From an optimization exercise on the open Yosys and OpenROAD flow, aimed at small area, a short achievable clock period and few clock cycles per item; shortcuts taken in it are not production practice. Function was checked by simulation only, so behaviour that the tests miss may differ from the original. Power is estimated from default activity; no workload was simulated.

== the baseline ==
Design et312_engine, start of the top module:
module et312_engine (
  input  wire        clk,
  input  wire        rst,          
  input  wire        cmd_valid,
  output wire        cmd_ready,
  input  wire [15:0] cmd_data,
  output reg         resp_valid,
  output wire [15:0] resp_data
);
  localparam [7:0] K0  = 8'h65, K1  = 8'hED, K2  = 8'h83;
  localparam [7:0] IV0 = 8'hB9, IV1 = 8'hFE, IV2 = 8'h8F;
  localparam [2:0] M_IDLE = 3'd0, M_ENC = 3'd1, M_ENCCK = 3'd2,
                   M_DEC  = 3'd3, M_CKSUM = 3'd4;
  localparam [3:0] OP_ILL   = 4'h7,    
                   OP_END   = 4'h5,
                   OP_RDERR = 4'h6, OP_BYTE  = 4'h8, OP_RDOUT = 4'h9,
                   OP_RDCKX = 4'hA, OP_RDCKL = 4'hB, OP_RDCKH = 4'hC,
                   OP_RDPOSL = 4'hD, OP_RDPOSH = 4'hE, OP_RESET = 4'hF;
  assign cmd_ready = 1'b1;
  wire [3:0] op  = cmd_data[15:12];
  wire [3:0] rsv = cmd_data[11:8];
  wire [7:0] arg = cmd_data[7:0];
  wire illegal = (rsv != 4'h0) || (op == 4'h7) || (op != OP_BYTE && arg != 8'h00);
  reg        v_q;         
  reg        byte_q;      
  reg  [3:0] op_q;        
  reg  [7:0] arg_q;       
  wire       sx_x_n, sx_l_n, sx_h_n;
  wire [7:0] xacc_n;
  reg  [7:0] xacc, sacc_l, sacc_h;
  always @(posedge clk) begin
    v_q    <= cmd_valid && !rst;
    byte_q <= cmd_valid && !rst && !illegal && op == OP_BYTE;
    op_q   <= illegal ? OP_ILL : op;
    arg_q  <= sx_x_n ? xacc_n : sx_l_n ? sacc_l : sx_h_n ? sacc_h : arg;
  end
  reg [7:0]  fba, fbb, fbc;
  reg [1:0]  lane;
  reg [13:0] pos;
  reg        sacc_c;        
  reg [7:0]  dout;
  reg [2:0]  mode;
  reg [2:0]  err;           
  reg        ge_win;        
  reg        ge_img;        
  reg        err_any;       
  reg        sx_x, sx_l, sx_h;   
  reg [7:0]  data_q;
  wire c_start = v_q && (op_q[3:2] == 2'b00 && op_q[1:0] != 2'b00 || op_q == 4'h4);
  wire c_end   = v_q && op_q == OP_END;
  wire c_reset = v_q && op_q == OP_RESET;
  wire c_ill   = v_q && op_q == OP_ILL;
  wire m_enc   = (mode == M_ENC);
  wire m_encck = (mode == M_ENCCK);
  wire m_dec   = (mode == M_DEC);
  wire m_cksum = (mode == M_CKSUM);
  wire m_ciph  = m_enc || m_dec || (m_encck && !ge_img);
  wire [2:0] lane_oh = {lane[1], lane[0], lane == 2'd0};
  wire [7:0] kcur = ({8{lane_oh[0]}} & K0) | ({8{lane_oh[1]}} & K1) | ({8{lane_oh[2]}} & K2);
  ...
==> flow/config.mk <==
export PLATFORM = sky130hd
export DESIGN_NAME = et312_engine
export DESIGN_NICKNAME = et312_engine
export VERILOG_FILES = /design/flow/design.v
export SDC_FILE = /design/flow/constraint.sdc
export NUM_CORES = 4
export LEC_CHECK = 0
export CAP_MARGIN = 20
export CORE_MARGIN = 2
export CORE_UTILIZATION = 40
export SETUP_SLACK_MARGIN = 2.7
export SLEW_MARGIN = 20
==> flow/constraint.sdc <==
create_clock -name core_clock -period 5.0 [get_ports {clk}]
set_input_delay 1.0000 -clock core_clock [delete_from_list [all_inputs] [get_ports {clk}]]
set_output_delay 1.0000 -clock core_clock [all_outputs]
set_load 0.01 [all_outputs]
run.sh (not shown) runs the stock make flow with config.mk's settings and CLKGATE_MAP_FILE= SYNTH_SCRIPT=/design/flow/synth_recipe.tcl, a recipe that flattens the netlist after the stock synthesis.
The baseline ended with every stage complete and zero timing, DRC or antenna violations.
Testbench counts of the baseline, summed over its fixed seeds: cycles 1,638,104, items 1,638,088.
Setup changes, the baseline to the candidate
Settings: a change of SETUP_SLACK_MARGIN from 2.7 to 3.2.
[summary]
- The higher global routing usage summed across all routing layers of the baseline and the candidate is in the candidate.
- Diff the baseline -> the candidate: headroom to the max-slew limit saw little to no change, measured slew at the worst slew-check pin saw a decrease, maximum number of pins on one net before global-route repair saw an increase.
- Compared with the baseline, in the candidate total number of nets in the final design now larger; total power now larger; critical path depth went up by 1; number of cells on the worst reg-to-reg path shows an increase of 1; aggregate routed wire length higher.
- The candidate vs the baseline: design area up in the candidate

==> port drivers added, routing unchanged <==
In the flow no input, the clock included, has a driving cell. The finished layouts below were timed again as built, in two steps. Step 1 sets driving cells, clkbuf_16 on the clock port and buf_2 on the other inputs (assumed; they add their load-dependent delay and slew). Step 2 also shifts input and output timing later by t, the mid clock arrival at the registers, as if the neighbouring blocks saw the same clock. Three values: ideal, step 1, step 2; two values: the first two.
run | t (ns) | slack for setup (ns) | clock arrival spread, ns | worst register clock-pin slew, ns | worst slew at a driven data input, ns
the baseline | 0.395 | 2.693 / 2.693 / 2.385 | 0.012 / 0.011 | 0.08 / 0.08 | 0.03
the candidate | 0.405 | 2.661 / 2.661 / 2.605 | 0.009 / 0.008 | 0.07 / 0.07 | 0.05
After both steps every run listed still meets setup and hold. The setup slack of the baseline, which loses most, moves by 0.000 ns with the drivers and by -0.308 ns with both steps.
